Background: an optimization exercise with open tools, aiming at small area, a short achievable clock period and few clock cycles. Do not read the settings as production practice.
In this exercise RTL edits were held to simulation tests only and were not proved equivalent to the original.
Power is estimated from default activity; no workload was simulated.

==> flow/design.v (excerpt) <==
module elliott900 (
    input  wire        clk,
    input  wire        rst,           
    input  wire [17:0] start_addr,    
    input  wire [31:0] limit,         
    output wire        mem_req,
    output wire        mem_we,
    output wire [13:0] mem_addr,
    output wire [17:0] mem_wdata,
    input  wire        mem_ack,
    input  wire [17:0] mem_rdata,
    output wire        io_req,
    output wire [2:0]  io_dev,
    output wire [7:0]  io_out,
    input  wire        io_ack,
    input  wire [7:0]  io_in,
    input  wire [1:0]  io_status,
    output wire        halted,
    output wire [4:0]  exit_code,
    output wire [2:0]  fatal_cause,
    output wire [13:0] stop_addr,
    output wire [17:0] acc_a,
    output wire [17:0] acc_q
);
    localparam [4:0] S_INIT  = 5'd0,    
                     S_INITB = 5'd1,    
                     S_FE    = 5'd2,    
                     S_RD    = 5'd3,    
                     S_WR    = 5'd4,    
                     S_NU5   = 5'd5,    
                     S_SH0   = 5'd6,    
                     S_SH    = 5'd7,    
                     S_MUL   = 5'd8,
                     S_DIV0  = 5'd9,
                     S_DIV   = 5'd10,
                     S_DP1   = 5'd11,   
                     S_DP2   = 5'd12,   
                     S_IOD   = 5'd13,   
                     S_NU14  = 5'd14,   
                     S_RF    = 5'd15,   
                     S_HW    = 5'd16,   
                     S_HX    = 5'd17,   
                     S_FS    = 5'd18,   
                     S_FB    = 5'd19,   
                     S_L6    = 5'd20,   
                     S_L7    = 5'd21,   
                     S_FX    = 5'd22,   
                     S_HALT  = 5'd23,
  ...
Size: about 2500 cells after synthesis, ~190 I/O pins, ~0.020 mm2 of cells after synthesis.
==> flow/config.mk <==
export PLATFORM = sky130hd
export DESIGN_NAME = elliott900
export DESIGN_NICKNAME = elliott900
export VERILOG_FILES = /design/flow/design.v
export SDC_FILE = /design/flow/constraint.sdc
export NUM_CORES = 4
export LEC_CHECK = 0
export CAP_MARGIN = 20
export CORE_MARGIN = 2
export CORE_UTILIZATION = 45
export PLACE_DENSITY = 0.65
export SETUP_SLACK_MARGIN = 3.5
export SLEW_MARGIN = 20
==> flow/constraint.sdc <==
create_clock -name core_clock -period 7.0 [get_ports {clk}]
set_input_delay 1.4000 -clock core_clock [delete_from_list [all_inputs] [get_ports {clk}]]
set_output_delay 1.4000 -clock core_clock [all_outputs]
set_load 0.01 [all_outputs]
standard.sh (not shown) runs the stock make flow with config.mk's settings and CLKGATE_MAP_FILE= SYNTH_SCRIPT=/design/flow/synth_recipe.tcl, a recipe that flattens the netlist after the stock synthesis.
==> flow/flow/run.sh <==
#!/bin/bash
# The standard layout, with the port buffers that buffer_ports inserts made
# plain buffers (buf_2) instead of the delay cell it picks by default.
set -euo pipefail
export BUFFER_PORTS_ARGS="-buffer_cell sky130_fd_sc_hd__buf_2"
bash standard.sh > standard.log 2>&1
The baseline completed without violations.
Testbench counts at the start, summed over its fixed seeds: cycles 105,734.
Change:
- SETUP_SLACK_MARGIN: 3.5 -> 3.25
=>
- count of clock-buffer cells in the layout goes down by 1
- design area goes down by a little under a tenth
- sequential share of layout area goes up by 1.9 points
- combinational power goes down by roughly a tenth
- worst hold slack gains 7.9 ps

---

== run 1 ==
elliott900 again, from the RTL that the note above started with.
==> flow/design.v (excerpt) <==
module elliott900 (
    input  wire        clk,
    input  wire        rst,           
    input  wire [17:0] start_addr,    
    input  wire [31:0] limit,         
    output wire        mem_req,
    output wire        mem_we,
    output wire [13:0] mem_addr,
    output wire [17:0] mem_wdata,
    input  wire        mem_ack,
    input  wire [17:0] mem_rdata,
    output wire        io_req,
    output wire [2:0]  io_dev,
    output wire [7:0]  io_out,
    input  wire        io_ack,
    input  wire [7:0]  io_in,
    input  wire [1:0]  io_status,
    output wire        halted,
    output wire [4:0]  exit_code,
    output wire [2:0]  fatal_cause,
    output wire [13:0] stop_addr,
    output wire [17:0] acc_a,
    output wire [17:0] acc_q
);
clock: 7.0 ns
lec_check: 0
cap_margin: 20
core_margin: 2
core_utilization: 40
place_density: 0.6
setup_slack_margin: 3.25
slew_margin: 20
Scripts as last shown in full above: flow/flow/run.sh
Run 1 closes out successfully: all stages finished, all timing, DRC and antenna checks passed.
Testbench counts of run 1, summed over its fixed seeds: cycles 105,734.
Input-level comparison between run 2 and run 1:
-- flow/config.mk --
<<< run 1, line 8
export CAP_MARGIN = 20
export CORE_MARGIN = 2
export CORE_UTILIZATION = 40
export PLACE_DENSITY = 0.6
export SETUP_SLACK_MARGIN = 3.25
export SLEW_MARGIN = 20
>>> run 2, line 8
export CAP_MARGIN = 20
export CORE_MARGIN = 2
export CORE_UTILIZATION = 50
export PLACE_DENSITY = 0.7
export SETUP_SLACK_MARGIN = 3.0
export SLEW_MARGIN = 20
- In run 2 relative to run 1, total of plain and repair buffers excluding clock buffers had gone down by a few percent.
- On share of the cycle needed by the critical path after routing: between run 1 and run 2, it ends up higher for run 2.
- Side by side, relative area of non-clock buffer cells in the final design turned out lower in run 2 than in run 1.
--- input diff run 2..run 3 ---
-- flow/config.mk --
<<< run 2, line 8
export CAP_MARGIN = 20
export CORE_MARGIN = 2
export CORE_UTILIZATION = 50
export PLACE_DENSITY = 0.7
export SETUP_SLACK_MARGIN = 3.0
export SLEW_MARGIN = 20
>>> run 3, line 8
export CAP_MARGIN = 20
export CORE_MARGIN = 2
export CORE_UTILIZATION = 45
export PLACE_DENSITY = 0.65
export SETUP_SLACK_MARGIN = 3.0
export SLEW_MARGIN = 20
## What came out
Run 3 vs run 2, utilization went down by 5.2 points.
Run 3 has less setup slack than run 2.
The total chip power of run 3 exceeds that of run 2 by about 2.2%.
Side by side, sequential share of power turned out lower in run 3 than in run 2.
Maximum frequency: run 3 < run 2
Lower cell count goes to run 2 over run 3.
Comparing run 3 and run 2, the lower routed wire length is on run 3.

==> re-timing with driven ports <==
In the flow no input, the clock included, has a driving cell. The finished layouts below were timed again as built, in two steps.
Step 1: set_driving_cell puts a clkbuf_16 on clk and a buf_2 on each other input, an assumption about the parent block.
Step 2 times the ports against the registers' clock, not the clock port: input delays grow and output delays shrink by t, the midpoint of the rising clock arrivals with the driver on.
a / b / c = ideal / step 1 / step 2; a / b = the first two.
| run | t (ns) | slack for setup (ns) | pins driven straight from the clock port |
|---|---|---|---|
| the first run of note 1 | 0.646 | 2.992 / 2.992 / 2.535 | 1 |
| the second run of note 1 | 0.635 | 3.098 / 3.108 / 2.488 | 1 |
| run 1 | 0.632 | 3.059 / 3.059 / 2.481 | 1 |
| run 2 | 0.635 | 2.973 / 2.973 / 2.388 | 1 |
| run 3 | 0.660 | 2.930 / 2.946 / 2.286 | 1 |
After both steps setup and hold are still met in every run listed. The setup slack of run 3, which loses most, moves by +0.016 ns with the drivers and by -0.644 ns with both steps.
